This design comes from an exercise in tuning for a short achievable clock period and few clock cycles on the open sky130 flow, not from production work.
At most, simulation tests tie the RTL to the original design; equivalence was not proved.
The RTL of runs 4 to 6 was laid out without a check of its function.
The clock port is modelled as an ideal driver; clocking choices that lean on that would not hold on a real chip.
No activity file was given, so power comes from the tool's default toggle rates.

[flow/config.mk]
export PLATFORM = sky130hd
export DESIGN_NAME = lf_core
export DESIGN_NICKNAME = lf_core
export VERILOG_FILES = /design/flow/design.v
export SDC_FILE = /design/flow/constraint.sdc
export NUM_CORES = 4
export LEC_CHECK = 0
export ABC_CLOCK_PERIOD_IN_PS = 2000
export CAP_MARGIN = 20
export CORE_MARGIN = 2
export CORE_UTILIZATION = 40
export SETUP_SLACK_MARGIN = 4.0
export SLEW_MARGIN = 20
[flow/constraint.sdc]
create_clock -name core_clock -period 6.0 [get_ports {clk}]
set_input_delay 1.2000 -clock core_clock [delete_from_list [all_inputs] [get_ports {clk}]]
set_output_delay 1.2000 -clock core_clock [all_outputs]
set_load 0.01 [all_outputs]
[flow/run.sh]
#!/bin/bash
# synth_recipe.tcl (not shown) runs the flow's synth.tcl, then flattens the netlist and writes it again
# the make line also repeats each setting of config.mk as NAME=value (left out here)
make -C /OpenROAD-flow-scripts/flow DESIGN_CONFIG=/design/flow/config.mk WORK_HOME=/design/flow/orfs CLKGATE_MAP_FILE= SYNTH_SCRIPT=/design/flow/synth_recipe.tcl finish
[flow/design.v]
module lf_core (
    input  wire        clk,
    input  wire        rst,         
    input  wire        in_valid,
    input  wire [15:0] in_word,
    output wire        in_ready,
    output reg         out_valid,
    output reg  [2:0]  out_kind,
    output reg  [4:0]  out_addr,
    output reg  [15:0] out_data,
    output wire        busy
);
    localparam [2:0] EV_REFUSE = 3'd0;
    localparam [2:0] EV_DUTY   = 3'd1;
    localparam [2:0] EV_CONV   = 3'd2;
    localparam [2:0] EV_DISP   = 3'd3;
    localparam [2:0] EV_START  = 3'd4;
    localparam [2:0] EV_PAUSE  = 3'd5;
    localparam [2:0] EV_SLEEP  = 3'd6;
    localparam [2:0] EV_READ   = 3'd7;
    localparam [11:0] CUTOFF = 12'd3500;
    localparam [7:0]  THRESH = 8'd10;
    localparam integer QD = 4;           
    reg in_ready_q, busy_q;
    assign in_ready = in_ready_q;
    assign busy     = busy_q;
    reg        i_v;
    reg [15:0] i_w;
    always @(posedge clk) begin
        if (rst) i_v <= 1'b0;
        else     i_v <= in_valid & in_ready_q;
        i_w <= in_word;
    end
    wire [15:0] w = i_w;
    wire i_enc    = (w & 16'hFEFC) == 16'h1000;
    wire i_btn    = (w & 16'hFFFE) == 16'h2000;
    wire i_adc    = (w[15:12] == 4'h3);
    wire i_tobs   = (w == 16'h4000);
    wire i_tctrl  = (w == 16'h4001);
    wire i_tdisp  = (w == 16'h4002);
    wire i_dbt    = (w == 16'h4003);
    wire i_sync   = (w == 16'h7000);
    wire i_sample = (w == 16'h8000);
    wire i_goedge = (w == 16'h9000);
    wire i_recov  = (w == 16'hA000);
    wire i_sleep  = (w == 16'hB000);
    wire i_rearm  = (w == 16'hC000);
    wire i_read   = (w & 16'hFFE0) == 16'hD000;
    wire i_seten  = (w & 16'hFF80) == 16'hE000;
    wire i_rdok   = i_read & (w[4:0] <= 5'h0C);
    wire i_legal  = i_enc | i_btn | i_adc | i_tobs | i_tctrl | i_tdisp | i_dbt |
                    i_sync | i_sample | i_goedge | i_recov | i_sleep | i_rearm |
                    i_read | i_seten;
    reg        d_v;
    reg        d_enc0, d_enc1, d_btn, d_adc, d_tobs, d_tctrl, d_tdisp, d_dbt;
    reg        d_sample, d_goedge, d_recov, d_sleep, d_rearm, d_read, d_seten;
    reg        d_illegal, d_rdbad, d_host, d_timed;
    reg        d_ge;
    reg [11:0] d_lo;
    always @(posedge clk) begin
        if (rst) d_v <= 1'b0;
        else     d_v <= i_v;
        d_enc0    <= i_enc & ~w[8];
        d_enc1    <= i_enc &  w[8];
        d_btn     <= i_btn;
        d_adc     <= i_adc;
        d_tobs    <= i_tobs;
        d_tctrl   <= i_tctrl;
        d_tdisp   <= i_tdisp;
        d_dbt     <= i_dbt;
        d_sample  <= i_sample;
        d_goedge  <= i_goedge;
        d_recov   <= i_recov;
        d_sleep   <= i_sleep;
        d_rearm   <= i_rearm;
        d_read    <= i_rdok;
        d_seten   <= i_seten;
        d_illegal <= ~i_legal;
        d_rdbad   <= i_read & ~i_rdok;
        d_host    <= i_legal & w[15];
        d_timed   <= i_tobs | i_tctrl | i_tdisp | i_dbt | i_adc;
        d_ge      <= (w[11:0] >= CUTOFF);
        d_lo      <= w[11:0];
    end
    reg [1:0] lines0, lines1;
    reg [3:0] hist0, hist1;
    reg       btn_line, db_state, db_dir, dbt_armed;
    reg       go, go_prev;
    reg       conv_busy;
    reg [6:0] pl;            
    reg [6:0] en;
    reg       sleeping;
    function [1:0] qtab;
        input [3:0] i;
        begin
            case (i)
                4'd1, 4'd7, 4'd8, 4'd14:  qtab = 2'b10;
                4'd2, 4'd4, 4'd11, 4'd13: qtab = 2'b11;
                default:                  qtab = 2'b00;
            endcase
        end
    endfunction
    reg [2:0] refuse;
    always @* begin
        if (d_illegal)                    refuse = 3'd1;
        else if (d_host && sleeping)      refuse = 3'd2;
        else if (d_timed && sleeping)     refuse = 3'd5;
        else if (d_adc && !conv_busy)     refuse = 3'd3;
        else if (d_dbt && !dbt_armed)     refuse = 3'd4;
        else if (d_rdbad)                 refuse = 3'd6;
        else                              refuse = 3'd0;
    end
    wire awake    = ~sleeping;
    wire a_enc0   = d_v & d_enc0;
    wire a_enc1   = d_v & d_enc1;
    wire a_btn    = d_v & d_btn;
    wire a_adc    = d_v & d_adc & awake & conv_busy;
    wire a_tobs   = d_v & d_tobs & awake;
    wire a_tctrl  = d_v & d_tctrl & awake;
    wire a_tdisp  = d_v & d_tdisp & awake;
    wire a_dbt    = d_v & d_dbt & awake & dbt_armed;
    wire a_sample = d_v & d_sample & awake;
    wire a_goedge = d_v & d_goedge & awake;
    wire a_recov  = d_v & d_recov & awake;
    wire a_sleep  = d_v & d_sleep & awake;
    wire a_rearm  = d_v & d_rearm & awake;
    wire a_read   = d_v & d_read & awake;
    wire a_seten  = d_v & d_seten & awake;
    wire [1:0] lines_w0 = a_enc0 ? d_lo[1:0] : lines0;
    wire [1:0] lines_w1 = a_enc1 ? d_lo[1:0] : lines1;
    wire       btn_edge = a_btn & en[1] & ~pl[1] & (d_lo[0] ^ btn_line);
    wire       btn_line_w = a_btn ? d_lo[0] : btn_line;
    wire       db_dir_w   = btn_edge ? d_lo[0] : db_dir;
    wire [6:0] ew = a_seten ? d_lo[6:0] : en;
    wire [6:0] pw;
    assign pw[0] = pl[0] | a_tdisp;
    assign pw[1] = (pl[1] | btn_edge) & ~(a_seten & (en[1] ^ d_lo[1]));
    assign pw[2] = (pl[2] | a_adc) & ~a_rearm;
    assign pw[3] = 1'b0;
    assign pw[4] = pl[4] | a_dbt;
    assign pw[5] = pl[5] | a_tctrl;
    assign pw[6] = pl[6] | a_tobs;
    wire qp0 = (lines_w0 != hist0[1:0]);
    wire qp1 = (lines_w1 != hist1[1:0]);
    wire svc0 = pw[0] & ew[0];
    wire svc1 = pw[1] & ew[1];
    wire svc2 = pw[2] & ew[2];
    wire svc3 = ew[3] & (qp0 | qp1);
    wire s4r  = pw[4] & ew[4];
    wire svc4 = s4r & ~svc1;
    wire svc5 = pw[5] & ew[5];
    wire svc6 = pw[6] & ew[6];
    wire any_svc = svc0 | svc1 | svc2 | svc3 | s4r | svc5 | svc6;
    wire dbt_do  = svc4 & db_state;
    wire go_w    = go & ~a_recov;
    wire go_f    = go_w ^ (dbt_do & (btn_line_w == db_dir_w));
    wire [3:0] qi0 = {hist0[1:0], lines_w0};
    wire [3:0] qi1 = {hist1[1:0], lines_w1};
    wire [1:0] qt0 = qtab(qi0);
    wire [1:0] qt1 = qtab(qi1);
    wire       qp_now = (lines0 != hist0[1:0]) | (lines1 != hist1[1:0]);
    reg [15:0] crd;
    always @* begin
        crd = 16'd0;
        case (d_lo[3:0])
            4'h2: crd = {4'd0, lines1, lines0, hist1, hist0};
            4'h3: crd = {2'd0, conv_busy, 13'd0};
            4'h7: crd = {8'd0, btn_line, dbt_armed, db_dir, db_state, go_prev, go, 2'd0};
            4'h8: crd = {9'd0, pl[6:4], qp_now, pl[2:0]};
            4'h9: crd = {9'd0, en};
            default: crd = 16'd0;
        endcase
    end
    wire       wev_goedge = a_goedge & (go != go_prev);
    wire       wev = (d_v & (refuse != 3'd0)) | wev_goedge | a_sleep | a_rearm | a_read;
    reg  [2:0] wk;
    always @* begin
        if (refuse != 3'd0) wk = EV_REFUSE;
        else if (d_goedge)  wk = go ? EV_START : EV_PAUSE;
        else if (d_sleep)   wk = EV_SLEEP;
        else if (d_rearm)   wk = EV_CONV;
        else                wk = EV_READ;
    end
    reg        c_v;
    reg        c_wev;            
    reg [2:0]  c_wk;
    reg [3:0]  c_a0;             
    reg [15:0] c_data;           
    reg        c_rearm, c_read;
    reg        c_adcw, c_sample, c_recov;
    reg        c_disp, c_adcs, c_ctrl;
    reg        c_q0, c_q0d, c_q1, c_q1d;
    reg        c_ge;
    reg [12:0] c_rs;             
    always @(posedge clk) begin
        if (rst) begin
            lines0 <= 2'd0; lines1 <= 2'd0;
            hist0 <= 4'd0;  hist1 <= 4'd0;
            btn_line <= 1'b0; db_state <= 1'b0; db_dir <= 1'b0; dbt_armed <= 1'b0;
            go <= 1'b0; go_prev <= 1'b0;
            conv_busy <= 1'b0;
            pl <= 7'd0; en <= 7'd0; sleeping <= 1'b0;
            c_v <= 1'b0;
        end else begin
            lines0 <= lines_w0;
            lines1 <= lines_w1;
            if (svc3 & qp0) hist0 <= qi0;
            if (svc3 & qp1) hist1 <= qi1;
            btn_line  <= btn_line_w;
            db_dir    <= db_dir_w;
            db_state  <= svc1 | (db_state & ~svc4);
            dbt_armed <= svc1 | (dbt_armed & ~a_dbt);
            go        <= go_f;
            go_prev   <= a_recov ? 1'b0 : (a_goedge ? go : go_prev);
            conv_busy <= svc2 | a_rearm | (conv_busy & ~a_adc);
            pl[0] <= pw[0] & ~ew[0];
            pl[1] <= pw[1] & ~ew[1] & ~dbt_do;
            pl[2] <= pw[2] & ~ew[2];
            pl[3] <= 1'b0;
            pl[4] <= pw[4] & ~ew[4] & ~svc1;
            pl[5] <= pw[5] & ~ew[5];
            pl[6] <= pw[6] & ~ew[6];
            en    <= {ew[6:2], (ew[1] & ~svc1) | dbt_do, ew[0]};
            sleeping <= sleeping ? ~any_svc : a_sleep;
            c_v <= d_v;
        end
        c_wev    <= wev;
        c_wk     <= wk;
        c_a0     <= a_read ? d_lo[3:0] : 4'd0;
        c_data   <= (refuse != 3'd0) ? {13'd0, refuse} :
                    d_adc            ? {4'd0, d_lo}    :
                    a_read           ? crd             : 16'd0;
        c_rearm  <= a_rearm;
        c_read   <= a_read;
        c_adcw   <= a_adc;
        c_sample <= a_sample;
        c_recov  <= a_recov;
        c_disp   <= svc0;
        c_adcs   <= svc2;
        c_ctrl   <= svc5 & go_f;
        c_q0     <= svc3 & qp0 & qt0[1];
        c_q0d    <= qt0[0];
        c_q1     <= svc3 & qp1 & qt1[1];
        c_q1d    <= qt1[0];
        c_ge     <= d_ge;
        c_rs     <= {13{a_read}} & (13'd1 << d_lo[3:0]);
    end
    reg [15:0] count0, count1;
    reg [1:0]  cur, nxt, rc;
    reg [2:0]  acc, lp, dacc;
    reg        lpn;              
    reg [11:0] sample_reg;
    reg        sge;              
    reg        adf;
    reg [3:0]  conv_ch;
    reg [7:0]  lost, stop;
    reg [7:0]  duty_r, duty_l;
    function [15:0] updn_t;
        input [15:0] c;
        input        d;
        integer i;
        reg ones, zeros;
        begin
            ones = 1'b1; zeros = 1'b1;
            for (i = 0; i < 16; i = i + 1) begin
                updn_t[i] = d ? zeros : ones;
                ones  = ones & c[i];
                zeros = zeros & ~c[i];
            end
        end
    endfunction
    function normal;
        input [2:0] p;
        normal = ~((p == 3'b000) | (p == 3'b101) | (p == 3'b111));
    endfunction
    wire trip_lost = (lost > THRESH);
    wire trip_stop = (stop > THRESH);
    reg [1:0] s_cur, s_nxt, s_rc;
    reg [2:0] s_acc, s_lp, s_dacc;
    always @* begin
        s_cur = cur; s_nxt = nxt; s_rc = rc;
        s_acc = acc; s_lp = lp; s_dacc = dacc;
        if (nxt != cur) begin
            s_cur = nxt;
            s_rc  = 2'd0;
            if (nxt == 2'd0) begin
                s_lp  = acc;
                s_acc = 3'b000;
            end
        end
        s_rc = s_rc + 2'd1;
        if (s_rc == 2'd2) begin
            s_acc[s_cur]         = sge;
            s_dacc[2'd2 - s_cur] = sge;
            s_nxt = (s_cur == 2'd2) ? 2'd0 : s_cur + 2'd1;
        end
    end
    wire do_seq = c_sample & adf;
    wire lp_lost = (lp == 3'b000) | (lp == 3'b101);
    wire lp_stop = (lp == 3'b111);
    reg [7:0] cl_r, cl_l;
    always @* begin
        case (lp)
            3'b001:  begin cl_r = 8'd50; cl_l = 8'd0;  end
            3'b010:  begin cl_r = 8'd25; cl_l = 8'd25; end
            3'b011:  begin cl_r = 8'd35; cl_l = 8'd15; end
            3'b100:  begin cl_r = 8'd0;  cl_l = 8'd50; end
            default: begin cl_r = 8'd15; cl_l = 8'd35; end
        endcase
    end
    wire [15:0] xrd =
        ({16{c_rs[0]}}  & count0) |
        ({16{c_rs[1]}}  & count1) |
        ({16{c_rs[3]}}  & {3'd0, adf, dacc, acc, rc, nxt, cur}) |
        ({16{c_rs[4]}}  & {13'd0, lp}) |
        ({16{c_rs[5]}}  & {4'd0, sample_reg}) |
        ({16{c_rs[6]}}  & {stop, lost}) |
        ({16{c_rs[7]}}  & {14'd0, trip_stop, trip_lost}) |
        ({16{c_rs[10]}} & {duty_l, duty_r}) |
        ({16{c_rs[11]}} & {10'd0, nxt, conv_ch}) |
        ({16{c_rs[12]}} & {8'd0, 2'd2 - cur, cur, 2'd0, cur});
    always @(posedge clk) begin
        if (rst) begin
            count0 <= 16'd0; count1 <= 16'd0;
            cur <= 2'd0; nxt <= 2'd0; rc <= 2'd0;
            acc <= 3'd0; lp <= 3'd0; dacc <= 3'd0; lpn <= 1'b0;
            sample_reg <= 12'd0; sge <= 1'b0;
            adf <= 1'b0; conv_ch <= 4'd0;
            lost <= 8'd0; stop <= 8'd0; duty_r <= 8'd0; duty_l <= 8'd0;
        end else begin
            if (c_q0) count0 <= count0 ^ updn_t(count0, c_q0d);
            if (c_q1) count1 <= count1 ^ updn_t(count1, c_q1d);
            if (c_adcw) begin
                sample_reg <= c_data[11:0];
                sge        <= c_ge;
            end
            if (c_rearm) begin
                adf     <= 1'b0;
                conv_ch <= {2'd0, nxt};
            end
            if (c_adcs) begin
                adf     <= 1'b1;
                conv_ch <= {2'd0, nxt};
            end
            if (do_seq) begin
                adf  <= 1'b0;
                cur  <= s_cur; nxt <= s_nxt; rc <= s_rc;
                acc  <= s_acc; lp <= s_lp; dacc <= s_dacc;
                lpn  <= normal(s_lp);
            end
            if (c_recov) begin
                lost <= 8'd0; stop <= 8'd0;
            end
            if (c_ctrl) begin
                if (lp_lost)      lost <= (lost == 8'hFF) ? lost : lost + 8'd1;
                else if (lp_stop) stop <= (stop == 8'hFF) ? stop : stop + 8'd1;
                else begin
                    duty_r <= cl_r; duty_l <= cl_l;
                    lost <= 8'd0; stop <= 8'd0;
                end
            end
        end
    end
    wire        r_v0 = c_wev | c_disp;
    wire        r_v1 = c_adcs;
    wire        r_v2 = c_ctrl & lpn;
    wire  [2:0] r_k0 = c_wev ? c_wk : EV_DISP;
    wire [15:0] r_d0 = c_data | xrd |
                       {14'd0, {2{c_rearm}} & nxt} |
                       {13'd0, {3{c_disp}} & dacc};
    wire        r_any = r_v0 | r_v1 | r_v2;
    wire [30:0] rec   = {r_v2, r_v1, r_v0, r_k0, c_a0, r_d0, nxt, lp};
    reg [30:0] qmem [0:QD-1];
    reg [2:0]  wp, rp;           
    reg [30:0] head;             
    wire [2:0] hv = head[30:28];
    wire [2:0] hv_rem = {hv[2] & (hv[1] | hv[0]), hv[1] & hv[0], 1'b0};
    wire       head_free = (hv_rem == 3'd0);
    wire       q_ne   = (wp != rp);
    wire       q_full = (wp[1:0] == rp[1:0]) & (wp[2] != rp[2]);
    wire       pop  = head_free & q_ne;
    wire       byp  = head_free & ~q_ne;
    wire       push = r_any & ~byp;
    reg [15:0] duty_d;
    always @* begin
        case (head[2:0])
            3'b001:  duty_d = {8'd0,  8'd50};
            3'b010:  duty_d = {8'd25, 8'd25};
            3'b011:  duty_d = {8'd15, 8'd35};
            3'b100:  duty_d = {8'd50, 8'd0};
            default: duty_d = {8'd35, 8'd15};
        endcase
    end
    always @(posedge clk) begin
        if (!q_full) qmem[wp[1:0]] <= rec;
    end
    always @(posedge clk) begin
        if (rst) begin
            wp <= 3'd0; rp <= 3'd0;
            head <= 31'd0;
            out_valid <= 1'b0; out_kind <= 3'd0; out_addr <= 5'd0; out_data <= 16'd0;
            in_ready_q <= 1'b1;
            busy_q <= 1'b0;
        end else begin
            if (push) wp <= wp + 3'd1;
            if (pop)  rp <= rp + 3'd1;
            if (!head_free)  head <= {hv_rem, head[27:0]};
            else if (q_ne)   head <= qmem[rp[1:0]];
            else             head <= rec;
            out_valid <= |hv;
            if (hv[0]) begin
                out_kind <= head[27:25]; out_addr <= {1'b0, head[24:21]};
                out_data <= head[20:5];
            end else if (hv[1]) begin
                out_kind <= EV_CONV; out_addr <= 5'd0;
                out_data <= {14'd0, head[4:3]};
            end else begin
                out_kind <= EV_DUTY; out_addr <= 5'd0;
                out_data <= duty_d;
            end
            in_ready_q <= ~q_ne;
            busy_q <= (in_valid & in_ready_q) | i_v | d_v | c_v | q_ne | (|hv);
        end
    end
endmodule
==> reports/metrics.cfg, run 1 <==
[logic_synthesis]
synth-async-reset-ratio_pct=0
synth_most_common_cell=dfxtp_1
yosys-top-cells-count=dfxtp_1, nor2_1, edfxtp_1, nand2_1, a21oi_1
synth-seq-area-share_pct=55.3
synth_fp_nets=1627
syn-instance-count=1587
netlist.area_leader.share_pct=33.4
avgSynthCellArea_sq_um=10.7
synth-edff-count=124
synth_warnings=1
ys_seq_elements=407
synth_area_sq_um=17000
netlist_top_cells_area=dfxtp_1, edfxtp_1, mux4_2, nor2_1, mux2i_1
synth_area_leader_cell=dfxtp_1
yosys_most_used_dff=dfxtp_1
synth.distinct_cells=80

[run]
drv_cap=0

[setup_path]
max_stage_delay_ns=0.31
critPathBufInv=1
path_cells=buf_2
crit_type=flop to primary output
cpLargestDelayFamily=flip-flops
crit_fanout=1
worstPathArrival_ns=1.01
cp_data_required_time_ns=4.80
startpoint_type=flop
cp_slowest_cell=dfxtp_1
worstSetupEndpointType=primary output

[clock_tree]
cts.sinks=407
h-tree-depth=2
cts_hold_buf=0
clock_path_buffers=3
clk_latency_ns=0.59
cts_tree=built
clockRootBuffer=clkbuf_16
path_clk_slew_ns=0.06
cts_inserted_buffers=44

[floorplan]
initial_core_util_pct=40.5
core-area_sq_um=41900
die_width_um=210
rows=75
dieArea_sq_um=44100
die_y_um=210
io_pins=46

[global_routing]
track_usage_pct=19.1
overflow=0
grt_start_max_net_pins=73
first_global_vias=11700
antenna_found_initial=0
grt_pass1_wl_um=65900

[pwr]
power.density_nw_per_um2=314
power_leakage_nw=6.98
p_total_w=0.00619
ir_worst_vdd_mv=0.177

[detailed_routing]
drt_iter0_drc=977
post_drt_wl_per_cell_um=19.3
route.antenna.remaining_nets=0
vias=12300
drc=0
wirelength_um=42300
first_pass_iters=7
vias_per_cell=5.62

[sta]
period_needed_ns=2.21
slew_headroom_pct=39.8
rsz0062_at_grt=true
finalHoldViolCount=0
fin_tns_setup_ns=0
worst_slack_ns=3.79
fmaxAchievable_mhz=452
worst_pin_slew_ns=0.902
fin_skew_ns=0.0304
finalSetupViolCount=0
fin_crit_sh_pct=36.8
drv_slew=0

[cells_and_area]
drive_gt1_share_pct=16.1
fin_area_sq_um=19700
fin_nets=1654
largest_reg_flops=124
area_growth_pct=16.0
antenna_cells=0
utilization_pct=46.9

[placement]
hpwlAfterDp_um=27900
gp_congestion=0.866
preCtsSetupSlack_ns=3.27
port_buffers=44
place_area_sq_um=17800

[status]
status=no timing/DRC/antenna violations

[hold_path]
hold_class=flop to flop

[metrics by stage]
stage / hold slack, ns / instances
finish: 0.331 / 2187
detailed placement: 0.322 / 2087
global route: 0.343 / 2187
CTS: 0.334 / 2174
global placement: 0.320 / 2087
floorplan: 0.310 / 1587
[what timing repair did]
item	CTS	global route
cloned	1	1
endpoints found under the setup margin	96	121
pin swaps	4	7
resized for setup	143	45
setup buffers	6	12
[final timing paths]
kind	start	end	slack (ns)	cells after the start
worst max-delay path	out_data[6]	out_data[6]	3.79	1
worst min-delay path	d_ge	c_ge	0.33	0
worst max register to register	sleeping	c_ctrl	3.87	6
worst min register to register	d_ge	c_ge	0.33	0
[routing by layer]
metal	global-route usage, %	vias to the layer above	part of all wire [%]
met5	0	-	0
met2	30.6	342	46
met3	3.72	81	5.3
li1	-	5874	-
met1	25.5	5999	45
met4	7.92	0	3.7
[final cells by class]
type                            instances  area [sq um]
Tap cell                              539           674
Timing Repair Buffer                   76           661
Fill cell                            3844         22300
Multi-Input combinational cell       1046          7200
Inverter                               39           146
Sequential cell                       407          9450
Clock buffer                           58          1290
Clock inverter                         22           274
[power breakdown]
part	switching, W	total (W)	internal, W
clock	0.00112	0.00285	0.00173
combinational	0.000209	0.000389	0.000181
sequential	0.0000533	0.00295	0.00290
[cell families (layout without fill, tap and decap cells)]
group	after synthesis	in the layout	share of synthesized area, %
compound gates	325	325	13.0
xor+xnor	46	46	2.37
fa+ha+maj	21	21	1.55
buf+inv	135	195	3.32
flops	407	407	55.3
mux	90	90	7.79
other cells	1	1	0.0221
simple gates	562	563	16.6
[layout by cell type (no fill, tap or decap), drive strengths merged, types with 27 or more instances in the layout]
cell type / instances
a22oi: 41
dfxtp: 283
nor3: 53
mux4: 33
nand2: 118
nor2: 174
a21oi: 80
buf: 58
clkbuf: 58
mux2i: 50
o21ai: 52
inv: 41
a211oi: 28
nand3: 40
edfxtp: 124
xnor2: 27
Testbench counts, summed over its fixed seeds: cycles 24,037.
==> run 2, diff against run 1 <==
--- a/flow/config.mk
+++ b/flow/config.mk
@@ -9,5 +9,7 @@
 export CAP_MARGIN = 20
 export CORE_MARGIN = 2
 export CORE_UTILIZATION = 40
+export CTS_CLUSTER_DIAMETER = 80
+export CTS_CLUSTER_SIZE = 30
 export SETUP_SLACK_MARGIN = 4.0
 export SLEW_MARGIN = 20
==> run 2 against run 1 <==
Global-route usage fell by 0.43 points. Core utilization fell by 1.6 points. Highest routed layer unchanged. First-iteration DRC count rose by 6.8%. Via count is 1.5% lower. Final area decreased by 3.5%. Sequential share of layout area rose by 1.8 points. Still clean on timing, DRC and antenna. Clock power down 39%. Worst setup slack better by 0.0038 ns. Register-to-register slack better by 0.15 ns. Combinational power increased by 5.4%.
==> reports/metrics.cfg, run 2 <==
[status]
status=no timing/DRC/antenna violations

[sta]
finalHoldViolCount=0
finalSetupViolCount=0
fmaxAchievable_mhz=453
slew_headroom_pct=40.3
fin_crit_sh_pct=36.8
rsz0062_at_grt=true
drv_slew=0
fin_tns_setup_ns=0
fin_skew_ns=0.0343
whs_ns=0.340
worst_pin_slew_ns=0.894
period_needed_ns=2.21

[pwr]
sequentialPowerShare_pct=57.7
power.net_switching_w=0.00126
power.density_nw_per_um2=269
power_frac_clock_pct=34.3
p_sw_share_pct=24.6
ir_worst_vdd_mv=0.190
power.internal_w=0.00385
combPwrFrac_pct=8.0
power_leakage_nw=6.63

[detailed_routing]
route.antenna.remaining_nets=0
drc=0
vias_per_cell=5.63
drt_iter0_drc=1043
vias=12100
first_pass_iters=8
post_drt_wl_per_cell_um=19.4
wirelength_um=41700

[cells_and_area]
nFillCells=3898
fin_nets=1639
area_growth_pct=11.9
final_common_cell=dfxtp_1
drive_gt1_share_pct=14.6
largest_reg_flops=124
final_cell_mix=dfxtp_1, nor2_1, edfxtp_1
antenna_cells=0

[clock_tree]
h-tree-depth=1
clock_path_buffers=3
path_clk_slew_ns=0.11
cts_hold_buf=0
clockRootBuffer=clkbuf_16
cts_tree=built
clk_latency_ns=0.57
cts_inserted_buffers=21
cts.sinks=407

[logic_synthesis]
synth_warnings=1
synth_area_leader_cell=dfxtp_1
syn-instance-count=1587
netlist.area_leader.share_pct=33.4
synth-async-reset-ratio_pct=0
synth_fp_nets=1627
synth.distinct_cells=80
synth-seq-area-share_pct=55.3
avgSynthCellArea_sq_um=10.7
synth_most_common_cell=dfxtp_1
synth_area_sq_um=17000
ys_seq_elements=407
yosys-top-cells-count=dfxtp_1, nor2_1, edfxtp_1, nand2_1, a21oi_1
yosys_most_used_dff=dfxtp_1
synth-edff-count=124
netlist_top_cells_area=dfxtp_1, edfxtp_1, mux4_2, nor2_1, mux2i_1

[setup_path]
cp_data_required_time_ns=4.80
crit_fanout=1
cp_slowest_cell=dfxtp_1
worstSetupEndpointType=primary output
path_cells=buf_2
r2r-start=count1[8]
startpoint_type=flop
timing.rr.end=count1[15]
max_stage_delay_ns=0.32
worstPathArrival_ns=1.01
endpoint=out_addr[2]
reg2reg_slack_ns=4.02
worstSetupStartpoint=out_addr[2]
cp_num_cells=1
crit_type=flop to primary output
ff2ff_path_depth=5
critPathBufInv=1
cpLargestDelayFamily=flip-flops

[floorplan]
io_pins=46
core-area_sq_um=41900
die_y_um=210
initial_core_util_pct=40.5
dieArea_sq_um=44100
die_width_um=210
rows=75

[hold_path]
hold_class=flop to flop

[run]
drv_cap=0

[placement]
gp_congestion=0.866
hpwlAfterDp_um=27900
port_buffers=44

[global_routing]
grt_pass1_wl_um=65100
first_global_vias=11500
track_usage_pct=18.7
overflow=0
grt_start_max_net_pins=73
antenna_found_initial=0

-- run 2: cell counts after synthesis --
No cell type changed its count.
-- run 2: metal layers --
metal	wire, um	up-vias	global-route usage [%]
met4	1340	0	5.99
met3	1960	69	2.53
met5	0	-	0
met2	19500	345	30.6
met1	19000	5866	25.7
li1	-	5833	-
-- run 2: cells by family after synthesis --
| kind of cell | after synthesis | share of synthesized area, % |
|---|---|---|
| compound gates | 325 | 13.0 |
| xor+xnor | 46 | 2.37 |
| fa+ha+maj | 21 | 1.55 |
| buf+inv | 135 | 3.32 |
| flops | 407 | 55.3 |
| mux | 90 | 7.79 |
| other cells | 1 | 0.0221 |
| simple gates | 562 | 16.6 |
-- run 2: final cells by class --
class / instances / area [sq um] / area share [%]
well taps: 539 / 674 / 3.55
inverters: 39 / 146 / 0.770
clock buffers: 26 / 554 / 2.92
multi-input cells: 1045 / 7230 / 38.1
repair buffers: 85 / 753 / 3.96
flip-flops and latches: 407 / 9450 / 49.7
clock inverters: 12 / 193 / 1.01
-- run 2: power by group through the flow --
stage                     Sequential [W]  Clock [W]  Combinational [W]
after floorplan                  0.00299          0           0.000270
after global placement           0.00301          0           0.000380
after detailed placement         0.00301          0           0.000383
after CTS                        0.00295    0.00180           0.000393
after global routing             0.00296    0.00189           0.000445
final                            0.00295    0.00175           0.000410
-- run 2: worst min path at each step --
stage	endpoint	depth (start not counted)	start
after floorplan	c_ge	0	d_ge
after global placement	c_ge	0	d_ge
after detailed placement	c_ge	0	d_ge
after CTS	c_ge	0	d_ge
after global routing	c_ge	0	d_ge
final	c_ge	0	d_ge
-- run 2: per-stage QoR --
step	total power, W	std cells	area [sq um]	setup WS, ns	utilization, %
after global placement	0.00339	2087	17800	3.28	42.5
after global routing	0.00529	2153	19000	3.75	45.3
after CTS	0.00514	2136	18700	3.76	44.5
after detailed placement	0.00339	2087	17800	3.27	42.5
final	0.00511	2153	19000	3.79	45.3
after floorplan	0.00326	1587	17000	4.02	-
-- run 2: repair_timing --
action	CTS	global route
buffers inserted	10	16
gates resized for setup	147	50
pin swaps	3	10
setup endpoints to repair	97	90
cloned	1	1
==> run 3, diff against run 2 <==
==> flow/flow/run.sh (new file) <==
#!/bin/bash
# The standard layout, with a post-CTS step (flow/post_cts.tcl) that
# flattens the top of the clock tree. ORFS logs go to orfs/logs; the make
# output goes to standard.log.
set -euo pipefail
HERE=$(pwd)
bash standard.sh POST_CTS_TCL="$HERE/flow/post_cts.tcl" finish > "$HERE/standard.log" 2>&1
==> flow/flow/post_cts.tcl (new file) <==
set NB 4
set block [ord::get_db_block]
set db [ord::get_db]
set clk_net [$block findNet clk]

proc out_net {inst} {
  foreach it [$inst getITerms] { if {[$it isOutputSignal]} { return [$it getNet] } }
  return "NULL"
}
proc in_iterm {inst} {
  foreach it [$inst getITerms] { if {[$it isInputSignal]} { return $it } }
  return "NULL"
}
proc loads_of {net drv} {
  set l {}
  foreach it [$net getITerms] { if {[$it getInst] ne $drv} { lappend l $it } }
  return $l
}

# the tree above the leaf buffers
set root [[lindex [$clk_net getITerms] 0] getInst]
if {[llength [$clk_net getITerms]] != 1} { error "post_cts: clock port net has [llength [$clk_net getITerms]] cells" }
set root_net [out_net $root]
set branches {}
set leaves {}
set others {}
foreach it [loads_of $root_net $root] {
  set b [$it getInst]
  set bn [out_net $b]
  if {$bn eq "NULL"} { lappend others $b; continue }
  lappend branches $b
  foreach lit [loads_of $bn $b] {
    set l [$lit getInst]
    if {[out_net $l] eq "NULL"} { lappend others $l } else { lappend leaves $l }
  }
}
puts "post_cts: root [$root getName], [llength $branches] branch buffers, [llength $leaves] leaf buffers, [llength $others] dummy loads"
foreach l $leaves {
  set ln [out_net $l]
  foreach it [loads_of $ln $l] {
    if {![string match "*CLK*" [[$it getMTerm] getName]] && [out_net [$it getInst]] ne "NULL"} {
      error "post_cts: [$l getName] drives a non-register [[$it getInst] getName]"
    }
  }
}

# remove root, branches and their dummy loads
foreach inst [concat [list $root] $branches $others] {
  set n [out_net $inst]
  foreach it [$inst getITerms] { $it disconnect }
  odb::dbInst_destroy $inst
  if {$n ne "NULL"} { odb::dbNet_destroy $n }
}

# group the leaves: sort by angle around their centre, cut into NB runs
set cx 0.0; set cy 0.0
foreach l $leaves { set p [$l getLocation]; set cx [expr {$cx + [lindex $p 0]}]; set cy [expr {$cy + [lindex $p 1]}] }
set cx [expr {$cx / [llength $leaves]}]; set cy [expr {$cy / [llength $leaves]}]
set keyed {}
foreach l $leaves {
  set p [$l getLocation]
  lappend keyed [list [expr {atan2([lindex $p 1] - $cy, [lindex $p 0] - $cx)}] $l]
}
set keyed [lsort -real -index 0 $keyed]
set n [llength $keyed]
set master [$db findMaster sky130_fd_sc_hd__clkbuf_16]
for {set g 0} {$g < $NB} {incr g} {
  set lo [expr {($g * $n) / $NB}]
  set hi [expr {(($g + 1) * $n) / $NB}]
  set grp {}
  for {set i $lo} {$i < $hi} {incr i} { lappend grp [lindex [lindex $keyed $i] 1] }
  set gx 0.0; set gy 0.0
  foreach l $grp { set p [$l getLocation]; set gx [expr {$gx + [lindex $p 0]}]; set gy [expr {$gy + [lindex $p 1]}] }
  set gx [expr {int($gx / [llength $grp])}]; set gy [expr {int($gy / [llength $grp])}]
  set b [odb::dbInst_create $block $master "clkbuf_br_${g}_clk"]
  set bn [odb::dbNet_create $block "clknet_br_${g}_clk"]
  $bn setSigType CLOCK
  $b setLocation $gx $gy
  $b setPlacementStatus PLACED
  [in_iterm $b] connect $clk_net
  [$b findITerm X] connect $bn
  foreach l $grp { set it [in_iterm $l]; $it disconnect; $it connect $bn }
  puts "post_cts: clkbuf_br_${g}_clk at $gx $gy drives [llength $grp] leaf buffers"
}

# legalize the new buffers
detailed_placement
check_placement -verbose
estimate_parasitics -placement
report_clock_skew
report_worst_slack
==> flow/standard.sh (new file) <==
#!/bin/bash
# synth_recipe.tcl (not shown) runs the flow's synth.tcl, then flattens the netlist and writes it again
# the make line also repeats each setting of config.mk as NAME=value (left out here)
make -C /OpenROAD-flow-scripts/flow DESIGN_CONFIG=/design/flow/config.mk WORK_HOME=/design/flow/orfs CLKGATE_MAP_FILE= SYNTH_SCRIPT=/design/flow/synth_recipe.tcl "${@:-finish}"
removed: flow/run.sh
==> run 3 against run 2 <==
Clock skew up 0.014 ns. Register-to-register slack got worse by 0.03 ns. Wire length increased by 1.6%. Sequential share of layout area down 0.098 points. Global-route usage increased by 0.12 points. Hold slack about the same. Fmax rose by 5.4%. Critical path type is now input port to flop. Critical endpoint is now sleeping.
==> reports/metrics.cfg, run 3 <==
[status]
status=no timing/DRC/antenna violations

[logic_synthesis]
netlist_top_cells_area=dfxtp_1, edfxtp_1, mux4_2, nor2_1, mux2i_1
synth_area_sq_um=17000
synth_fp_nets=1627
ys_seq_elements=407
synth_top_family_by_area=simple AND/OR/NAND/NOR gates
synth.distinct_cells=80
synthAdderAreaFrac_pct=1.55
synthMuxAreaShare_pct=7.79
synth_warnings=1
synth-edff-count=124
synth-compound-area-share_pct=13.0
yosys-top-cells-count=dfxtp_1, nor2_1, edfxtp_1, nand2_1, a21oi_1
synth_xor_area_share_pct=2.37
syn-instance-count=1587
synth_area_leader_cell=dfxtp_1
synth-seq-area-share_pct=55.3
netlist.area_leader.share_pct=33.4
synth_most_common_cell=dfxtp_1
avgSynthCellArea_sq_um=10.7
yosys_most_used_dff=dfxtp_1
yosys.area_share.simple_pct=16.6
synth-async-reset-ratio_pct=0

[pwr]
power.net_switching_w=0.00123
p_total_w=0.00512
p_sw_share_pct=24.1
power.internal_w=0.00389
power_frac_clock_pct=34.3
combPwrFrac_pct=8.1
power.density_nw_per_um2=269
sequentialPowerShare_pct=57.6
power_leakage_nw=6.66
ir_worst_vdd_mv=0.188

[detailed_routing]
post_drt_wl_per_cell_um=19.7
drt_iter0_drc=958
vias_per_cell=5.70
vias=12300
drc=0
wirelength_um=42400
first_pass_iters=6
route.antenna.remaining_nets=0

[global_routing]
antenna_found_initial=0
grt_start_max_net_pins=73
track_usage_pct=18.8
grtUsageMet2_pct=30.4
first_global_vias=11500
grt_pass1_wl_um=65200
busiest_layer=met2
use_met1_pct=25.7
grt_use_met3_pct=3.02
overflow=0

[sta]
fmaxAchievable_mhz=478
fin_skew_ns=0.0481
rsz0062_at_grt=true
worst_pin_slew_ns=0.900
fin_tns_setup_ns=0
fin_crit_sh_pct=34.9
slew_headroom_pct=39.9
drv_slew=0
finalHoldViolCount=0
finalSetupViolCount=0
period_needed_ns=2.09

[cells_and_area]
drive_gt1_share_pct=14.6
final_cell_mix=dfxtp_1, nor2_1, edfxtp_1
largest_reg_flops=124
antenna_cells=0
utilization_pct=45.4
fin_nets=1638
final_common_cell=dfxtp_1
nFillCells=3893
area_growth_pct=12.2

[setup_path]
crit_type=input port to flop
path_cells=buf_6 > inv_1 > and3_1 > a31o_2
max_stage_delay_ns=0.35
startpoint_type=input port
worstSetupEndpointType=flop
crit_fanout=32
worstPathArrival_ns=2.36
cp_data_required_time_ns=6.27
cp_slowest_cell=inv_1

[floorplan]
dieArea_sq_um=44100
io_pins=46
die_width_um=210
initial_core_util_pct=40.5
die_y_um=210
core-area_sq_um=41900
rows=75

[clock_tree]
clk_latency_ns=0.36
cts_tree=built
cts.sinks=407
path_clk_slew_ns=0.11

[placement]
gp_congestion=0.866
port_buffers=44
hpwlAfterDp_um=27900

[hold_path]
hold_class=flop to flop

[run]
drv_cap=0

==> run 3: cell counts after synthesis <==
No cell type changed its count.
==> run 3: metal layers <==
| layer | vias to the layer above | part of all wire (%) | routed length [um] |
|---|---|---|---|
| met5 | - | 0 | 0 |
| met3 | 75 | 5.4 | 2300 |
| met1 | 5991 | 45 | 19100 |
| met2 | 368 | 46 | 19600 |
| met4 | 0 | 3.3 | 1390 |
| li1 | 5834 | - | - |
==> run 3: logic make-up after synthesis <==
family,Yosys count
simple gates,562
buf+inv,135
compound gates,325
flops,407
fa+ha+maj,21
other cells,1
mux,90
xor+xnor,46
==> run 3: power groups by stage <==
stage                     clock network (W)  logic (W)  registers [W]
final                               0.00176   0.000415        0.00295
after detailed placement                  0   0.000383        0.00301
after global placement                    0   0.000380        0.00301
after floorplan                           0   0.000270        0.00299
after global routing                0.00190   0.000449        0.00296
==> run 3: area by class of cell, without the clock buffers <==
type                       count  area [sq um]  area share, %
clock inverter                11           184          0.965
multi-input combinational   1045          7230           37.9
tap                          539           674           3.54
sequential                   407          9460           49.6
buffer                         4           100          0.525
timing repair buffer          83           782           4.10
inverter                      39           146          0.768
==> run 3: final timing paths <==
path	from	to	slack (ns)	cells after the start
setup / recovery	rst	sleeping	3.91	4
hold / removal	d_ge	c_ge	0.34	0
setup reg to reg	d_lo[0]	c_q1	3.99	8
hold reg to reg	d_ge	c_ge	0.34	0
==> run 3: worst max-delay path: cells and delay by family <==
kind / cells / cell delay [ns]
compound gates: 1 / 0.21
buf+inv: 2 / 0.62
simple gates: 1 / 0.29
==> run 3: through the flow <==
step                      cells  instance area (sq um)  setup slack, ns  hold slack, ns
after global routing       2151                  19100             3.87           0.354
after detailed placement   2087                  17800             3.27           0.322
after global placement     2087                  17800             3.28           0.320
final                      2151                  19100             3.91           0.340
after floorplan            1587                  17000             4.02           0.310
==> run 4, diff against run 3 <==
--- a/flow/design.v
+++ b/flow/design.v
@@ -22,6 +22,8 @@
     localparam [7:0]  THRESH = 8'd10;
     localparam integer QD = 4;           
     reg in_ready_q, busy_q;
+    reg rst_q;
+    always @(posedge clk) rst_q <= rst;
     assign in_ready = in_ready_q;
     assign busy     = busy_q;
     reg        i_v;
@@ -60,25 +62,25 @@
     always @(posedge clk) begin
         if (rst) d_v <= 1'b0;
         else     d_v <= i_v;
-        d_enc0    <= i_enc & ~w[8];
-        d_enc1    <= i_enc &  w[8];
-        d_btn     <= i_btn;
-        d_adc     <= i_adc;
-        d_tobs    <= i_tobs;
-        d_tctrl   <= i_tctrl;
-        d_tdisp   <= i_tdisp;
-        d_dbt     <= i_dbt;
-        d_sample  <= i_sample;
-        d_goedge  <= i_goedge;
-        d_recov   <= i_recov;
-        d_sleep   <= i_sleep;
-        d_rearm   <= i_rearm;
-        d_read    <= i_rdok;
-        d_seten   <= i_seten;
-        d_illegal <= ~i_legal;
-        d_rdbad   <= i_read & ~i_rdok;
-        d_host    <= i_legal & w[15];
-        d_timed   <= i_tobs | i_tctrl | i_tdisp | i_dbt | i_adc;
+        d_enc0    <= i_v & i_enc & ~w[8];
+        d_enc1    <= i_v & i_enc &  w[8];
+        d_btn     <= i_v & i_btn;
+        d_adc     <= i_v & i_adc;
+        d_tobs    <= i_v & i_tobs;
+        d_tctrl   <= i_v & i_tctrl;
+        d_tdisp   <= i_v & i_tdisp;
+        d_dbt     <= i_v & i_dbt;
+        d_sample  <= i_v & i_sample;
+        d_goedge  <= i_v & i_goedge;
+        d_recov   <= i_v & i_recov;
+        d_sleep   <= i_v & i_sleep;
+        d_rearm   <= i_v & i_rearm;
+        d_read    <= i_v & i_rdok;
+        d_seten   <= i_v & i_seten;
+        d_illegal <= i_v & ~i_legal;
+        d_rdbad   <= i_v & i_read & ~i_rdok;
+        d_host    <= i_v & i_legal & w[15];
+        d_timed   <= i_v & (i_tobs | i_tctrl | i_tdisp | i_dbt | i_adc);
         d_ge      <= (w[11:0] >= CUTOFF);
         d_lo      <= w[11:0];
     end
@@ -111,21 +113,21 @@
         else                              refuse = 3'd0;
     end
     wire awake    = ~sleeping;
-    wire a_enc0   = d_v & d_enc0;
-    wire a_enc1   = d_v & d_enc1;
-    wire a_btn    = d_v & d_btn;
-    wire a_adc    = d_v & d_adc & awake & conv_busy;
-    wire a_tobs   = d_v & d_tobs & awake;
-    wire a_tctrl  = d_v & d_tctrl & awake;
-    wire a_tdisp  = d_v & d_tdisp & awake;
-    wire a_dbt    = d_v & d_dbt & awake & dbt_armed;
-    wire a_sample = d_v & d_sample & awake;
-    wire a_goedge = d_v & d_goedge & awake;
-    wire a_recov  = d_v & d_recov & awake;
-    wire a_sleep  = d_v & d_sleep & awake;
-    wire a_rearm  = d_v & d_rearm & awake;
-    wire a_read   = d_v & d_read & awake;
-    wire a_seten  = d_v & d_seten & awake;
+    wire a_enc0   = d_enc0;
+    wire a_enc1   = d_enc1;
+    wire a_btn    = d_btn;
+    wire a_adc    = d_adc & awake & conv_busy;
+    wire a_tobs   = d_tobs & awake;
+    wire a_tctrl  = d_tctrl & awake;
+    wire a_tdisp  = d_tdisp & awake;
+    wire a_dbt    = d_dbt & awake & dbt_armed;
+    wire a_sample = d_sample & awake;
+    wire a_goedge = d_goedge & awake;
+    wire a_recov  = d_recov & awake;
+    wire a_sleep  = d_sleep & awake;
+    wire a_rearm  = d_rearm & awake;
+    wire a_read   = d_read & awake;
+    wire a_seten  = d_seten & awake;
     wire [1:0] lines_w0 = a_enc0 ? d_lo[1:0] : lines0;
     wire [1:0] lines_w1 = a_enc1 ? d_lo[1:0] : lines1;
     wire       btn_edge = a_btn & en[1] & ~pl[1] & (d_lo[0] ^ btn_line);
@@ -172,7 +174,7 @@
         endcase
     end
     wire       wev_goedge = a_goedge & (go != go_prev);
-    wire       wev = (d_v & (refuse != 3'd0)) | wev_goedge | a_sleep | a_rearm | a_read;
+    wire       wev = (refuse != 3'd0) | wev_goedge | a_sleep | a_rearm | a_read;
     reg  [2:0] wk;
     always @* begin
         if (refuse != 3'd0) wk = EV_REFUSE;
@@ -189,11 +191,11 @@
     reg        c_rearm, c_read;
     reg        c_adcw, c_sample, c_recov;
     reg        c_disp, c_adcs, c_ctrl;
-    reg        c_q0, c_q0d, c_q1, c_q1d;
+    reg        c_i0, c_d0, c_i1, c_d1;      
     reg        c_ge;
     reg [12:0] c_rs;             
     always @(posedge clk) begin
-        if (rst) begin
+        if (rst_q) begin
             lines0 <= 2'd0; lines1 <= 2'd0;
             hist0 <= 4'd0;  hist1 <= 4'd0;
             btn_line <= 1'b0; db_state <= 1'b0; db_dir <= 1'b0; dbt_armed <= 1'b0;
@@ -238,10 +240,10 @@
         c_disp   <= svc0;
         c_adcs   <= svc2;
         c_ctrl   <= svc5 & go_f;
-        c_q0     <= svc3 & qp0 & qt0[1];
-        c_q0d    <= qt0[0];
-        c_q1     <= svc3 & qp1 & qt1[1];
-        c_q1d    <= qt1[0];
+        c_i0     <= svc3 & qp0 & qt0[1] & ~qt0[0];
+        c_d0     <= svc3 & qp0 & qt0[1] &  qt0[0];
+        c_i1     <= svc3 & qp1 & qt1[1] & ~qt1[0];
+        c_d1     <= svc3 & qp1 & qt1[1] &  qt1[0];
         c_ge     <= d_ge;
         c_rs     <= {13{a_read}} & (13'd1 << d_lo[3:0]);
     end
@@ -257,13 +259,13 @@
     reg [7:0]  duty_r, duty_l;
     function [15:0] updn_t;
         input [15:0] c;
-        input        d;
+        input        u, d;
         integer i;
         reg ones, zeros;
         begin
             ones = 1'b1; zeros = 1'b1;
             for (i = 0; i < 16; i = i + 1) begin
-                updn_t[i] = d ? zeros : ones;
+                updn_t[i] = (u & ones) | (d & zeros);
                 ones  = ones & c[i];
                 zeros = zeros & ~c[i];
             end
@@ -320,7 +322,7 @@
         ({16{c_rs[11]}} & {10'd0, nxt, conv_ch}) |
         ({16{c_rs[12]}} & {8'd0, 2'd2 - cur, cur, 2'd0, cur});
     always @(posedge clk) begin
-        if (rst) begin
+        if (rst_q) begin
             count0 <= 16'd0; count1 <= 16'd0;
             cur <= 2'd0; nxt <= 2'd0; rc <= 2'd0;
             acc <= 3'd0; lp <= 3'd0; dacc <= 3'd0; lpn <= 1'b0;
@@ -328,8 +330,8 @@
             adf <= 1'b0; conv_ch <= 4'd0;
             lost <= 8'd0; stop <= 8'd0; duty_r <= 8'd0; duty_l <= 8'd0;
         end else begin
-            if (c_q0) count0 <= count0 ^ updn_t(count0, c_q0d);
-            if (c_q1) count1 <= count1 ^ updn_t(count1, c_q1d);
+            count0 <= count0 ^ updn_t(count0, c_i0, c_d0);
+            count1 <= count1 ^ updn_t(count1, c_i1, c_d1);
             if (c_adcw) begin
                 sample_reg <= c_data[11:0];
                 sge        <= c_ge;
==> flow/config.mk (replaced) <==
export PLATFORM = sky130hd
export DESIGN_NAME = lf_core
export DESIGN_NICKNAME = lf_core
export VERILOG_FILES = /design/flow/design.v
export SDC_FILE = /design/flow/constraint.sdc
export NUM_CORES = 4
export LEC_CHECK = 0
export ABC_CLOCK_PERIOD_IN_PS = 1800
export CAP_MARGIN = 20
export CORE_MARGIN = 2
export CORE_UTILIZATION = 40
export CTS_CLUSTER_DIAMETER = 80
export CTS_CLUSTER_SIZE = 30
export SETUP_SLACK_MARGIN = 4.3
export SLEW_MARGIN = 20
==> run 4 against run 3 <==
Still clean. Register-to-register slack better by 0.20 ns. Clock skew shrank 0.024 ns. Worst setup slack better by 0.10 ns. Fmax grew 5.1%. Global-route usage is 0.57 points higher. Clock power decreased by 9.7%. Power up 7.5%. First-iteration DRC count increased by 6.8%. Die area shrank 1.5%. Sequential share of layout area is 2.6 points lower. Combinational power up 98%. Via count is 0.58% higher. Largest power group unchanged.
==> reports/metrics.cfg, run 4 <==
[status]
status=no timing/DRC/antenna violations

[logic_synthesis]
synth_fp_nets=1609
netlist.area_leader.share_pct=34.0
avgSynthCellArea_sq_um=10.7
yosys-top-cells-count=dfxtp_1, nor2_1, nand2_1, edfxtp_1
synth.distinct_cells=76
synth-seq-area-share_pct=56.3
yosys_most_used_dff=dfxtp_1
syn-instance-count=1569
synth_most_common_cell=dfxtp_1
synth_area_sq_um=16700
synth_area_leader_cell=dfxtp_1
synth-async-reset-ratio_pct=0
netlist_top_cells_area=dfxtp_1, edfxtp_1, nor2_1, mux4_2, nand2_1
ys_seq_elements=408
synth_warnings=1
synth-edff-count=124

[global_routing]
grtUsageMet2_pct=32.2
grt_start_max_net_pins=91
grt_pass1_wl_um=66200
antenna_found_initial=0
grt_use_met3_pct=2.67
busiest_layer=met2
use_met1_pct=26.3
first_global_vias=11600
track_usage_pct=19.4
overflow=0

[setup_path]
cp_data_required_time_ns=4.80
max_stage_delay_ns=0.32
path_cells=buf_2
startpoint_type=flop
crit_type=flop to primary output
cpLargestDelayFamily=flip-flops
worstSetupEndpointType=primary output
critPathBufInv=1
cp_slowest_cell=dfxtp_2
crit_fanout=1
worstPathArrival_ns=0.79

[cells_and_area]
fin_nets=1688
largest_reg_flops=124
final_cell_mix=dfxtp_1, nor2_1, nand2_1, edfxtp_1, buf_4
final_common_cell=dfxtp_1
drive_gt1_share_pct=26.6
fin_area_sq_um=20400
area_growth_pct=21.8

[detailed_routing]
drc=0
first_pass_iters=6
drt_iter0_drc=1023
post_drt_wl_per_cell_um=20.3
wirelength_um=44500
vias=12300
vias_per_cell=5.63
route.antenna.remaining_nets=0

[sta]
finalSetupViolCount=0
fmaxAchievable_mhz=502
period_needed_ns=1.99
fin_crit_sh_pct=33.2
fin_tns_setup_ns=0
finalHoldViolCount=0
fin_skew_ns=0.0244
slew_headroom_pct=38.1
rsz0062_at_grt=true
worst_pin_slew_ns=0.927
drv_slew=0

[clock_tree]
cts_tree=built
path_clk_slew_ns=0.11
clk_latency_ns=0.35
cts.sinks=408

[floorplan]
initial_core_util_pct=40.8
die_y_um=208
io_pins=46
dieArea_sq_um=43500
rows=74
die_width_um=208
core-area_sq_um=41000

[run]
drv_cap=0

[pwr]
power_leakage_nw=7.32
power.density_nw_per_um2=270
p_total_w=0.00551
ir_worst_vdd_mv=0.214

[placement]
gp_congestion=0.834
place_area_sq_um=17600
port_buffers=44
hpwlAfterDp_um=27000

[hold_path]
hold_class=flop to flop

[run 4: cell count changes after synthesis, sizes merged, moves of 8 or more]
cell and change:
nand2 +16, nor2 +37, a311oi +11, nand2b +11, a211oi -16, o21ai -14, and3 -8, nand3 -10
o21a -8, xor2 +12, nor3 -15
[run 4: stage by stage]
step,setup WS (ns),instances,util [%],hold slack [ns]
after global placement,3.12,2055,43.0,0.318
after floorplan,4.22,1569,-,0.310
after global routing,3.98,2191,49.6,0.372
final,4.01,2193,49.7,0.350
after detailed placement,3.07,2055,43.0,0.335
[run 4: layout make-up, without the clock buffers]
class,instances,area (sq um)
multi-input combinational,1029,7770
timing repair buffer,154,1580
tap,532,666
clock inverter,5,76.3
inverter,35,131
antenna,2,5.00
fill,3619,20600
buffer,4,100
sequential,408,9570
[run 4: cell families (layout without fill, tap and decap cells)]
group / Yosys count / count (layout) / share of synthesized area [%]
simple gates: 561 / 566 / 15.8
flops: 408 / 408 / 56.3
compound gates: 295 / 295 / 12.3
buf+inv: 137 / 222 / 3.25
mux: 85 / 85 / 7.58
xor+xnor: 61 / 61 / 3.19
fa+ha+maj: 21 / 21 / 1.57
other cells: 1 / 3 / 0.0224
[run 4: per-layer routing]
metal,share of wire (%),wire (um)
met4,2.8,1220
met3,5.7,2520
met2,48,21400
met5,0,0
met1,43,19300
[run 4: path summary, 6_finish.rpt]
check         startpoint  slack, ns          end  depth (start not counted)
max reg2reg       cur[1]       4.19      dacc[0]                          8
min               i_w[0]       0.35      d_lo[0]                          0
min reg2reg       i_w[0]       0.35      d_lo[0]                          0
max          out_data[6]       4.01  out_data[6]                          1
[run 4: power by group]
| group | switching [W] | total, W | internal (W) |
|---|---|---|---|
| logic | 0.000424 | 0.000823 | 0.000398 |
| clock network | 0.000892 | 0.00159 | 0.000696 |
| registers | 0.000105 | 0.00310 | 0.00299 |
==> run 5, diff against run 4 <==
--- a/flow/config.mk
+++ b/flow/config.mk
@@ -8,7 +8,7 @@
 export ABC_CLOCK_PERIOD_IN_PS = 1800
 export CAP_MARGIN = 20
 export CORE_MARGIN = 2
-export CORE_UTILIZATION = 40
+export CORE_UTILIZATION = 55
 export CTS_CLUSTER_DIAMETER = 80
 export CTS_CLUSTER_SIZE = 30
 export SETUP_SLACK_MARGIN = 4.3
==> run 5 against run 4 <==
Still clean. Power is 0.95% lower. First-iteration DRC count is 7.7% higher. Sequential share of layout area is 0.72 points higher. Register-to-register slack worse by 0.02 ns. Critical path depth stayed put. Global-route usage is 7.7 points higher. Synthesized cell count stayed put. Critical path type unchanged. Critical endpoint is now out_data[8]. Largest cell class unchanged. Largest power group unchanged. Highest routed layer unchanged.
==> reports/metrics.cfg, run 5 <==
[hold_path]
hold_class=flop to flop
min-delay-start=d_ge
hold_end=c_ge
holdPathStages=0

[sta]
whs_ns=0.353
fin_tns_setup_ns=0
finalSetupViolCount=0
slew_headroom_pct=41.6
rsz0062_at_grt=true
fin_skew_ns=0.0232
finalHoldViolCount=0
fmaxAchievable_mhz=502
drv_slew=0
period_needed_ns=1.99
fin_crit_sh_pct=33.2
worst_pin_slew_ns=0.875

[clock_tree]
cts.sinks=408
path_clk_slew_ns=0.11
cts_tree=built
clk_latency_ns=0.34

[setup_path]
startpoint_type=flop
crit_fanout=1
reg2reg_slack_ns=4.17
timing.rr.end=dacc[0]
cp_slowest_cell=dfxtp_2
max_stage_delay_ns=0.34
worstPathArrival_ns=0.79
path_cells=buf_6
worstSetupEndpointType=primary output
r2r-start=cur[0]
critPathBufInv=1
ff2ff_path_depth=8
cpLargestDelayFamily=flip-flops
cp_data_required_time_ns=4.80
crit_type=flop to primary output

[global_routing]
first_global_vias=11300
grt_pass1_wl_um=65400
grt_start_max_net_pins=76
track_usage_pct=27.0
antenna_found_initial=0
overflow=0

[run]
drv_cap=0

[detailed_routing]
drc=0
drt_iter0_drc=1102
vias_per_cell=5.98
route.antenna.remaining_nets=0
wirelength_um=44900
first_pass_iters=6
post_drt_wl_per_cell_um=21.9
vias=12300

[placement]
hpwlAfterDp_um=26800
gp_congestion=0.907
port_buffers=44

[logic_synthesis]
syn-instance-count=1569
synth-edff-count=124
synth-seq-area-share_pct=56.3
synth.distinct_cells=76
synth_area_sq_um=16700
avgSynthCellArea_sq_um=10.7
synth_most_common_cell=dfxtp_1
yosys-top-cells-count=dfxtp_1, nor2_1, nand2_1, edfxtp_1
netlist_top_cells_area=dfxtp_1, edfxtp_1, nor2_1, mux4_2, nand2_1
netlist.area_leader.share_pct=34.0
yosys_most_used_dff=dfxtp_1
synth_fp_nets=1609
synth-async-reset-ratio_pct=0
synth_area_leader_cell=dfxtp_1
synth_warnings=1
ys_seq_elements=408

[floorplan]
die_y_um=178
dieArea_sq_um=31800
rows=63
io_pins=46
initial_core_util_pct=56.1
die_width_um=178
core-area_sq_um=29800

[cells_and_area]
final_common_cell=dfxtp_1
area_growth_pct=20.0
drive_gt1_share_pct=26.1
largest_reg_flops=124
final_cell_mix=dfxtp_1, nor2_1, edfxtp_1
antenna_cells=0
fin_nets=1690

[pwr]
power.density_nw_per_um2=272
ir_worst_vdd_mv=0.170
p_total_w=0.00545
power_leakage_nw=7.27

[status]
status=no timing/DRC/antenna violations

[run 5: metal layers]
layer | vias to the layer above | track usage (%) | routed length, um
li1 | 5823 | - | -
met1 | 5989 | 37.0 | 19500
met3 | 61 | 3.58 | 2540
met2 | 384 | 45.0 | 21600
met4 | 0 | 7.86 | 1210
met5 | - | 0 | 0
[run 5: area by class of cell, without the clock buffers]
class	count	area, sq um
Fill cell	2269	9720
Sequential cell	408	9580
Multi-Input combinational cell	1028	7740
Timing Repair Buffer	158	1590
Tap cell	390	488
Inverter	35	131
Buffer	4	100
Clock inverter	5	50.0
[run 5: where the power goes]
group,internal (W),total (W),leakage [nW],switching [W]
Clock,0.000609,0.00144,0.266,0.000832
Combinational,0.000441,0.000927,3.47,0.000487
Sequential,0.00299,0.00309,3.53,0.0000953
Total,0.00404,0.00545,7.27,0.00141
[run 5: cell families after synthesis]
group                      Yosys count  synth area share, %
muxes                               85                 7.58
xor gates and xnor gates            61                 3.19
adders and majority gates           21                 1.57
and+or+nand+nor                    561                 15.8
buffers and inverters              137                 3.25
other                                1               0.0224
AOI/OAI and AO/OA                  295                 12.3
DFF                                408                 56.3
[run 5: worst max path at each step]
stage                       from            to  slack (ns)  cells past startpoint
finish               out_data[8]   out_data[8]        4.01                      1
global route        out_data[15]  out_data[15]        3.98                      1
detailed placement           rst  out_data[10]        3.02                      3
global placement             rst  out_data[10]        3.02                      3
floorplan                 nxt[0]       dacc[0]        4.22                      9
[run 5: per-stage QoR]
stage	util (%)	area (sq um)	setup slack [ns]	cells
3_3_place_gp	58.6	17400	3.02	1910
5_1_grt	67.4	20100	3.98	2048
6_report	67.4	20100	4.01	2048
2_1_floorplan	-	16900	4.22	1569
3_5_place_dp	58.6	17500	3.02	1910
==> run 6, diff against run 5 <==
--- a/flow/config.mk
+++ b/flow/config.mk
@@ -8,8 +8,8 @@
 export ABC_CLOCK_PERIOD_IN_PS = 1800
 export CAP_MARGIN = 20
 export CORE_MARGIN = 2
-export CORE_UTILIZATION = 55
-export CTS_CLUSTER_DIAMETER = 80
-export CTS_CLUSTER_SIZE = 30
+export CORE_UTILIZATION = 40
+export CTS_CLUSTER_DIAMETER = 60
+export CTS_CLUSTER_SIZE = 15
 export SETUP_SLACK_MARGIN = 4.3
 export SLEW_MARGIN = 20
==> run 6 against run 5 <==
Still clean. Via count grew 1.7%. First-iteration DRC count grew 5.1%. Synthesized cell count is the same. Final area grew 3.3%. Global-route usage shrank 7.5 points. Fmax shrank 0.36%. Power grew 12%. Die area grew 37%. Synthesized area is the same. Final cell count grew 8.3%. Critical path type unchanged. Critical endpoint is now out_addr[3]. Largest power group unchanged.
==> reports/metrics.cfg, run 6 <==
[status]
status=no timing/DRC/antenna violations

[sta]
slew_headroom_pct=36.9
fin_crit_sh_pct=33.3
period_needed_ns=2.00
drv_slew=0
fin_tns_setup_ns=0
rsz0062_at_grt=true
fin_skew_ns=0.0317
fmaxAchievable_mhz=500
finalSetupViolCount=0
finalHoldViolCount=0
worst_pin_slew_ns=0.945

[detailed_routing]
wl_met1_um=19200
first_pass_iters=8
vias=12500
top_layer=met4
drt_iter0_drc=1158
post_drt_wl_per_cell_um=20.1
wirelength_um=44500
route.antenna.remaining_nets=0
wl_met3_um=2440
wl_met2_um=21500
vias_per_cell=5.62
drc=0

[pwr]
power_leakage_nw=7.50
ir_worst_vdd_mv=0.171
power.density_nw_per_um2=294

[cells_and_area]
multi_input_area_sq_um=7700
register_area_sq_um=9560
largest_reg_flops=124
drive_gt1_share_pct=27.0
final_cell_mix=dfxtp_1, nor2_1, nand2_1, edfxtp_1, buf_4
final_common_cell=dfxtp_1
fin_nets=1702
nFillCells=3610
fin_area_sq_um=20700
area_growth_pct=24.0

[clock_tree]
clk_latency_ns=0.36
cts.sinks=408
path_clk_slew_ns=0.07
cts_tree=built

[setup_path]
path_cells=buf_6
max_stage_delay_ns=0.33
critPathBufInv=1
crit_fanout=1
crit_type=flop to primary output
worstPathArrival_ns=0.80
cp_slowest_cell=dfxtp_2
startpoint_type=flop
worstSetupEndpointType=primary output
cp_data_required_time_ns=4.80
cpLargestDelayFamily=flip-flops

[floorplan]
die_y_um=208
io_pins=46
core-area_sq_um=41000
initial_core_util_pct=40.8
rows=74
die_width_um=208
dieArea_sq_um=43500

[run]
drv_cap=0

[logic_synthesis]
netlist.area_leader.share_pct=34.0
ys_seq_elements=408
yosys-top-cells-count=dfxtp_1, nor2_1, nand2_1, edfxtp_1
synth_warnings=1
syn-instance-count=1569
yosys_most_used_dff=dfxtp_1
synth-edff-count=124
synth_area_leader_cell=dfxtp_1
netlist_top_cells_area=dfxtp_1, edfxtp_1, nor2_1, mux4_2, nand2_1
synth-seq-area-share_pct=56.3
avgSynthCellArea_sq_um=10.7
synth_fp_nets=1609
synth-async-reset-ratio_pct=0
synth_area_sq_um=16700
synth_most_common_cell=dfxtp_1
synth.distinct_cells=76

[global_routing]
grt_start_max_net_pins=91
antenna_found_initial=0
track_usage_pct=19.5
overflow=0
grt_pass1_wl_um=66900
first_global_vias=11800

[placement]
place_area_sq_um=17600
gp_congestion=0.834
port_buffers=44
hpwlAfterDp_um=27000

[hold_path]
hold_class=flop to flop

## run 6: changes by cell type in the layout (fill, tap and decap cells not counted), moves of 4 or more
cell / delta
a311oi_2: -4
xnor2_2: +4
nor2_1: -4
clkbuf_1: +6
buf_12: +6
dfxtp_4: -12
dfxtp_2: +15
xnor2_1: -5
a311oi_1: +4
clkbuf_8: +6
buf_2: -4
clkbuf_16: +14
## run 6: final timing paths
kind	start	end	slack, ns	depth (start not counted)
min reg2reg	d_ge	c_ge	0.32	0
min	d_ge	c_ge	0.32	0
max reg2reg	cur[0]	dacc[0]	4.20	8
max	out_addr[3]	out_addr[3]	4.00	1
## run 6: kinds of logic (layout without fill, tap and decap cells)
group                    after synthesis  after routing  synth area share (%)
AND/OR/NAND/NOR                      561            566                  15.8
flip-flops                           408            408                  56.3
AO/OA/AOI/OAI                        295            295                  12.3
buffers and inverters                137            246                  3.25
multiplexers                          85             85                  7.58
XOR/XNOR                              61             61                  3.19
adder cells (fa/ha/maj)               21             21                  1.57
other                                  1              3                0.0224
## run 6: power breakdown
part	internal, W	switching (W)
Sequential	0.00299	0.000106
Combinational	0.000413	0.000422
Clock	0.00121	0.000953
Total	0.00462	0.00148
## run 6: through the flow
stage	utilization (%)	hold slack (ns)	power (W)	setup WS, ns	instances
detailed placement	43.0	0.335	0.00382	3.07	2055
global route	50.5	0.338	0.00632	3.98	2215
floorplan	-	0.310	0.00360	4.22	1569
global placement	43.0	0.318	0.00381	3.12	2055
finish	50.6	0.323	0.00610	4.00	2217
## run 6: area by class of cell, without the clock buffers
class / instances / share of cell area (%)
inverters: 35 / 0.634
diodes: 2 / 0.0241
well taps: 532 / 3.21
clock inverters: 6 / 0.428
plain buffers: 4 / 0.483
flip-flops and latches: 408 / 46.1
multi-input cells: 1029 / 37.1
repair buffers: 154 / 7.80
## run 6: layer usage
metal | vias to the layer above | GRT usage [%]
met5 | - | 0
met4 | 0 | 7.12
met3 | 77 | 2.64
met2 | 376 | 32.7
met1 | 6135 | 25.9
li1 | 5876 | -

==> afterwards: timing with drivers on the ports <==
How much do the figures lean on ideal ports? The routed layouts below were timed once more, with nothing changed but the port constraints.
Step 1 assumes that a clkbuf_16 drives the clock port and a buf_2 every other input.
Step 2, shift: input delay + t, output delay - t, t = (earliest + latest rising clock arrival at the registers) / 2. This alone moves slack from input paths to output paths.
Three values: no drivers, after step 1, after step 2; two values: the first two.
| run | t (ns) | setup WS [ns] | worst setup path after step 2 |
|---|---|---|---|
| run 1 | 0.625 | 3.790 / 3.735 / 3.539 | input to register |
| run 2 | 0.602 | 3.793 / 3.739 / 3.542 | input to register |
| run 3 | 0.453 | 3.907 / 3.881 / 3.533 | input to register |
| run 4 | 0.447 | 4.008 / 3.896 / 3.918 | input to register |
| run 5 | 0.444 | 4.007 / 3.889 / 3.883 | input to register |
| run 6 | 0.459 | 4.000 / 3.888 / 3.919 | input to register |
After both steps setup and hold are still met in every run listed. The setup slack of run 3, which loses most, moves by -0.026 ns with the drivers and by -0.374 ns with both steps.
